What follows belongs to an exercise in optimizing a design on an open flow for small area, a short achievable clock period and few clock cycles; a production flow would make more cautious choices.
At most, simulation tests tie the RTL to the original design; equivalence was not proved.
Power figures rest on the tool's default switching activity, not on a simulated workload.

== the previous run ==
// scc_core
module scc_core (
    input  wire        clk,
    input  wire        rst,
    input  wire        cmd_valid,
    output wire        cmd_ready,
    input  wire [63:0] cmd_word,
    output wire        rsp_valid,
    input  wire        rsp_ready,
    output wire [63:0] rsp_word,
    output wire        prim_valid,
    output wire [3:0]  prim_kind,
    output wire [15:0] prim_addr,
    output wire [31:0] prim_arg,
    input  wire        prim_ack,
    input  wire        prim_fail,
    input  wire [7:0]  prim_rdata,
    output wire [1:0]  st_pst,
    output wire        st_strm,
    output wire        st_inited,
    output wire [2:0]  st_gpio_lvl,
    output wire [2:0]  st_gpio_dir,
    output wire        st_clk_en,
    output wire [31:0] st_clk_hz,
    output wire [3:0]  st_rail_en
);
    localparam [31:0] MCLK_HZ = 32'd24000000;
    localparam [3:0] P_BUSWRITE  = 4'd0;
    localparam [3:0] P_BUSREAD   = 4'd1;
    localparam [3:0] P_GPIODIR   = 4'd2;
    localparam [3:0] P_GPIOWRITE = 4'd3;
    localparam [3:0] P_CLKFREQ   = 4'd4;
    localparam [3:0] P_CLKEN     = 4'd5;
    localparam [3:0] P_RAILEN    = 4'd6;
    localparam [3:0] P_SLEEP     = 4'd7;
    localparam [3:0] P_SCOPEACQ  = 4'd8;
    localparam [3:0] P_SCOPEREL  = 4'd9;
    localparam [3:0] C_INIT = 4'd0, C_STBYON = 4'd1, C_STBYOFF = 4'd2, C_PON = 4'd3,
                     C_POFF = 4'd4, C_EXP = 4'd5, C_EXPG = 4'd6, C_GAIN = 4'd7,
                     C_SEL = 4'd8, C_STRM = 4'd12;
    reg        idle_q;      
    reg        run_q;       
    reg        rsp_q;       
    reg        abt_q;       
    reg [4:0]  upc;         
    reg [3:0]  cls;         
    reg [15:0] t;           
    reg [8:0]  gt;          
    reg        glo;         
    reg        ghi;         
    reg [7:0]  cr;          
    reg        gsel;        
    reg [3:0]  pk;          
    reg [15:0] pa;
    reg [7:0]  pg;          
    reg [4:0]  pc;          
    reg [7:0]  rs;          
    reg        rv;          
    reg        rshow_lo;    
    reg        rshow_hi;    
  ...
clock: 10.0 ns
lec_check: 0
cap_margin: 20
core_margin: 2
core_utilization: 55
cts_buf_list: sky130_fd_sc_hd__clkbuf_4 sky130_fd_sc_hd__clkbuf_8
slew_margin: 20
skip_repair_tie_fanout: 1
standard.sh (not shown) runs the stock make flow with config.mk's settings and CLKGATE_MAP_FILE= SYNTH_SCRIPT=/design/flow/synth_recipe.tcl, a recipe that flattens the netlist after the stock synthesis.
==> flow/flow/run.sh <==
#!/bin/bash
set -euo pipefail
export SETUP_SLACK_MARGIN=6
export BUFFER_PORTS_ARGS="-buffer_cell sky130_fd_sc_hd__buf_1"
echo 'export DONT_USE_CELLS += sky130_fd_sc_hd__ha_1 sky130_fd_sc_hd__ha_2 sky130_fd_sc_hd__ha_4 sky130_fd_sc_hd__fa_1 sky130_fd_sc_hd__fa_2 sky130_fd_sc_hd__fa_4' >> config.mk
echo 'export SKIP_REPAIR_TIE_FANOUT = 1' >> config.mk
bash standard.sh > flow_make.log 2>&1
Testbench counts of the previous run, summed over its fixed seeds: cycles 21,737.
diff inputs: the previous run => the current run
-- flow/design.v --
<<< the previous run, line 417
    wire m3 = a_1280 & (cb == 28'd720);
    wire look_ok = m0 | m1 | m2 | m3;
    wire [1:0] look_idx = {~ca[11] & ~ca[7], ca[7] | (~ca[11] & ~cb[8])};
    wire [15:0] shutter = ca[19:4] | {16{~(ca[27:20] == 8'd0)}};
    wire b_gt159 = ~b_hi0_8 | ge16({8'd0, cb[7:0]}, 16'd160);
>>> the current run, line 417
    wire m3 = a_1280 & (cb == 28'd720);
    wire look_ok = m0 | m1 | m2 | m3;
    wire [1:0] look_idx = {m2 | m3, m1 | m3};
    wire [15:0] shutter = ca[19:4] | {16{~(ca[27:20] == 8'd0)}};
    wire b_gt159 = ~b_hi0_8 | ge16({8'd0, cb[7:0]}, 16'd160);
<<< the previous run, line 550
                        pc <= 5'd0;
                    end
                end else begin
                    if (!last) begin
                        gsel <= nxt_gsel;
                        {pk, pa, pg, pc} <= nxt;
                    end
                    if (cls == C_INIT && !id_ok) begin
                        rs       <= 8'h10;
                        rshow_lo <= 1'b1;
                    end else if (last) begin
                        upc <= 5'd0;
                    end else begin
                        upc <= upc_n;
                    end
                end
            end
>>> the current run, line 550
                        pc <= 5'd0;
                    end
                end else if (cls == C_INIT && !id_ok) begin
                    rs       <= 8'h10;
                    rshow_lo <= 1'b1;
                end else if (last) begin
                    upc <= 5'd0;
                end else begin
                    upc  <= upc_n;
                    gsel <= nxt_gsel;
                    {pk, pa, pg, pc} <= nxt;
                end
            end
--- outcome ---
Per the comparison of the current run with the previous run, routability congestion estimate now smaller, clock-buffer cell count now smaller, share of power burned in registers now larger, final HPWL from detailed placement comparable.
Insertion delay of the later-clocked pin in the worst-skew pair for the current run: 0.02 ns up relative to the previous run
The previous run consumes more power than the current run.
Testbench counts of the current run, summed over its fixed seeds: cycles 21,737.

========
## job 101
scc_core, a different RTL version from the one above (not shown whole).
Size: roughly 1500 cells after synthesis, roughly 130 flip-flops, ~240 I/O pins, ~10000 um^2 of cells after synthesis.
// scc_core
module scc_core (
    input  wire        clk,
    input  wire        rst,
    input  wire        cmd_valid,
    output wire        cmd_ready,
    input  wire [63:0] cmd_word,
    output wire        rsp_valid,
    input  wire        rsp_ready,
    output wire [63:0] rsp_word,
    output wire        prim_valid,
    output wire [3:0]  prim_kind,
    output wire [15:0] prim_addr,
    output wire [31:0] prim_arg,
    input  wire        prim_ack,
    input  wire        prim_fail,
    input  wire [7:0]  prim_rdata,
    output wire [1:0]  st_pst,
    output wire        st_strm,
    output wire        st_inited,
    output wire [2:0]  st_gpio_lvl,
    output wire [2:0]  st_gpio_dir,
    output wire        st_clk_en,
    output wire [31:0] st_clk_hz,
    output wire [3:0]  st_rail_en
);
    localparam [31:0] MCLK_HZ = 32'd24000000;
    localparam [3:0] P_BUSWRITE  = 4'd0;
    localparam [3:0] P_BUSREAD   = 4'd1;
    localparam [3:0] P_GPIODIR   = 4'd2;
    localparam [3:0] P_GPIOWRITE = 4'd3;
    localparam [3:0] P_CLKFREQ   = 4'd4;
    localparam [3:0] P_CLKEN     = 4'd5;
    localparam [3:0] P_RAILEN    = 4'd6;
    localparam [3:0] P_SLEEP     = 4'd7;
    localparam [3:0] P_SCOPEACQ  = 4'd8;
    localparam [3:0] P_SCOPEREL  = 4'd9;
    localparam [3:0] C_INIT = 4'd0, C_STBYON = 4'd1, C_STBYOFF = 4'd2, C_PON = 4'd3,
                     C_POFF = 4'd4, C_EXP = 4'd5, C_EXPG = 4'd6, C_GAIN = 4'd7,
                     C_SEL = 4'd8, C_STRM = 4'd12;
    reg        idle_q;      
    reg        run_q;       
    reg        rsp_q;       
    reg        abt_q;       
    reg [4:0]  upc;         
    reg [3:0]  cls;         
    reg [15:0] t;           
    reg [8:0]  gt;          
    reg        glo;         
    reg        ghi;         
  ...
clock: 10.0 ns
lec_check: 0
abc_area: 1
cap_margin: 20
core_margin: 2
core_utilization: 55
cts_buf_list: sky130_fd_sc_hd__clkbuf_4 sky130_fd_sc_hd__clkbuf_8
slew_margin: 20
skip_repair_tie_fanout: 1
==> flow/flow/run.sh <==
#!/bin/bash
set -euo pipefail
export SETUP_SLACK_MARGIN=6.55
export BUFFER_PORTS_ARGS="-buffer_cell sky130_fd_sc_hd__buf_1"
echo 'export DONT_USE_CELLS += sky130_fd_sc_hd__ha_1 sky130_fd_sc_hd__ha_2 sky130_fd_sc_hd__ha_4 sky130_fd_sc_hd__fa_1 sky130_fd_sc_hd__fa_2 sky130_fd_sc_hd__fa_4' >> config.mk
echo 'export SKIP_REPAIR_TIE_FANOUT = 1' >> config.mk
bash standard.sh > flow_make.log 2>&1
Job 101 finished every stage and its layout cleared the timing, design-rule and antenna checks.
Testbench counts of job 101, summed over its fixed seeds: cycles 21,737.
diff inputs: job 101 => job 102
--- a/flow/design.v
+++ b/flow/design.v
@@ -43,25 +43,23 @@
     reg        abt_q;       
     reg [4:0]  upc;         
     reg [3:0]  cls;         
     reg [15:0] t;           
     reg [8:0]  gt;          
     reg        glo;         
     reg        ghi;         
     reg [7:0]  cr;          
-    reg        gsel;        
     reg [3:0]  pk;          
     reg [15:0] pa;
     reg [7:0]  pg;          
     reg [4:0]  pc;          
     reg [7:0]  rs;          
     reg        rv;          
     reg        rshow;       
-    reg        rpclk;       
     reg        gpend;       
     reg        inited;
     reg        strm;
     reg        soff;        
     reg [1:0]  pst;
     reg        mode_valid;
     reg [1:0]  mode_idx;
     reg [15:0] exp_r;
@@ -479,17 +477,16 @@
             carry    = carry & t[j + 2];
         end
     end
     wire [15:0] frame = s_ge ? {s_inc, t[1:0]} : vts_cur;
     wire [8:0] g_cl = glo ? 9'd16 : ghi ? ((cls == C_EXPG) ? 9'd159 : 9'd511) : gt;
     wire [4:0] upc_n = {upc[4] ^ (&upc[3:0]), upc[3] ^ (&upc[2:0]), upc[2] ^ (&upc[1:0]),
                         upc[1] ^ upc[0], ~upc[0]};
     wire [32:0] nxt = prim_at(cls, upc_n, pm, t, frame);
-    wire nxt_gsel = (cls == C_EXPG) && (upc[1:0] == 2'd3);
     reg last;
     always @(*) begin
         if (is_prog)
             last = pm[1] ? (pm[0] ? (upc[1:0] == 2'd1) : (upc[1:0] == 2'd2)) : (upc[1:0] == 2'd3);
         else case (cls)
             C_INIT:    last = upc[0];
             C_STBYON:  last = (upc[1:0] == 2'd3);
             C_STBYOFF: last = (upc[2:0] == 3'd5);
@@ -521,21 +518,19 @@
             pk       <= pk_in;
             pa       <= pa_in;
             pg       <= pg_in;
             pc       <= 5'd0;
             gt       <= cb[8:0];
             glo      <= b_hi0_4;
             ghi      <= op07 ? b_gt159 : ~b_hi0_9;
             cr       <= code_in;
-            gsel     <= op06;
             rs       <= st_in;
             rv       <= legal & op0a & mode_valid;
             rshow    <= legal & (op08 | op09 | (op0a & mode_valid));
-            rpclk    <= legal & op0a & mode_valid & (cb[3:0] == 4'd6);
             gpend    <= ok & op06 & ~b_le169;
             t        <= op08 ? exp_r :
                         op09 ? {7'd0, gain_r} :
                         op0a ? mode_field16(mode_idx, cb[3:0]) : shutter;
         end else if (run_q) begin
             if (cls == C_INIT) t[7:0] <= prim_rdata;
             if (prim_ack) begin
                 if (abt_q) ;
@@ -544,17 +539,16 @@
                     if (scope_held) begin
                         pk <= P_SCOPEREL;
                         pa <= 16'd0;
                         pg <= 8'd1;
                         pc <= 5'd0;
                     end
                 end else begin
                     if (!last) begin
-                        gsel <= nxt_gsel;
                         {pk, pa, pg, pc} <= nxt;
                     end
                     if (cls == C_INIT && !id_ok) begin
                         rs       <= 8'h10;
                         rshow    <= 1'b1;
                     end else if (last) begin
                         upc <= 5'd0;
                     end else begin
@@ -652,23 +646,24 @@
             if (rsp_ready) begin
                 rsp_q  <= 1'b0;
                 idle_q <= 1'b1;
             end
         end
     end
     assign cmd_ready   = idle_q;
     assign rsp_valid   = rsp_q;
+    wire rpclk = rv & t[15];
     assign rsp_word    = {rs, rv, 7'd0, 11'd0, upc,
                           3'd0, rpclk, 4'd0, rpclk, 2'd0, rpclk, 3'd0, rpclk,
                           t & {16{rshow}}};
     assign prim_valid  = run_q;
     assign prim_kind   = pk;
     assign prim_addr   = pa;
-    assign prim_arg    = {arg_of(pc) >> 8, pg | (cr & {8{gsel}})};
+    assign prim_arg    = {arg_of(pc) >> 8, pg | (cr & {8{pa[2]}})};
     assign st_pst      = pst;
     assign st_strm     = strm & ~soff;
     assign st_inited   = inited;
     assign st_gpio_lvl = gpio_lvl;
     assign st_gpio_dir = gpio_dir;
     assign st_clk_en   = clk_en;
     assign st_clk_hz   = clk_hz_on ? MCLK_HZ : 32'd0;
     assign st_rail_en  = rail_en;
--- outcome ---
- When the final numbers for job 101 and job 102 were put side by side, the total setup buffers inserted after CTS turned out to be greater in job 102.
- Final critical-path share of the clock period, job 101 and job 102: smaller value in job 101
- Higher number of synthesized flops with an enable pin among job 101 and job 102: job 101
- [compare] base=job 101 new=job 102: total power of the final layout up 2.7%, leakage dissipation up 0.030 nW.
No functional check of the RTL was part of job 102.

-- static timing again, ports no longer ideal --
In the flow no input, the clock included, has a driving cell. The finished layouts below were timed again as built, in two steps. Step 1 assumes that a clkbuf_16 drives the clock port and a buf_2 every other input. Step 2 moves the port delays by t, midway between the first and last clock arrival at a register: inputs arrive t later, outputs are due t later. That takes back most of the time a late clock gives input paths. a / b / c = no drivers / after step 1 / after step 2; a / b = the first two.
| run | t, ns | slack for setup (ns) | worst hold slack (ns) | slew at the worst register clock pin (ns) | worst data-port slew with drivers (ns) |
|---|---|---|---|---|---|
| the previous run | 0.494 | 6.011 / 6.020 / 5.526 | 0.454 / 0.454 / 0.454 | 0.09 / 0.09 | 0.06 |
| the current run | 0.510 | 6.036 / 6.058 / 5.549 | 0.458 / 0.458 / 0.458 | 0.10 / 0.10 | 0.05 |
| job 101 | 0.492 | 6.556 / 6.548 / 6.082 | 0.488 / 0.488 / 0.488 | 0.10 / 0.10 | 0.04 |
| job 102 | 0.510 | 6.539 / 6.551 / 6.041 | 0.481 / 0.481 / 0.481 | 0.09 / 0.09 | 0.04 |
After both steps every run listed still meets setup and hold. The setup slack of job 102, which loses most, moves by +0.012 ns with the drivers and by -0.498 ns with both steps.
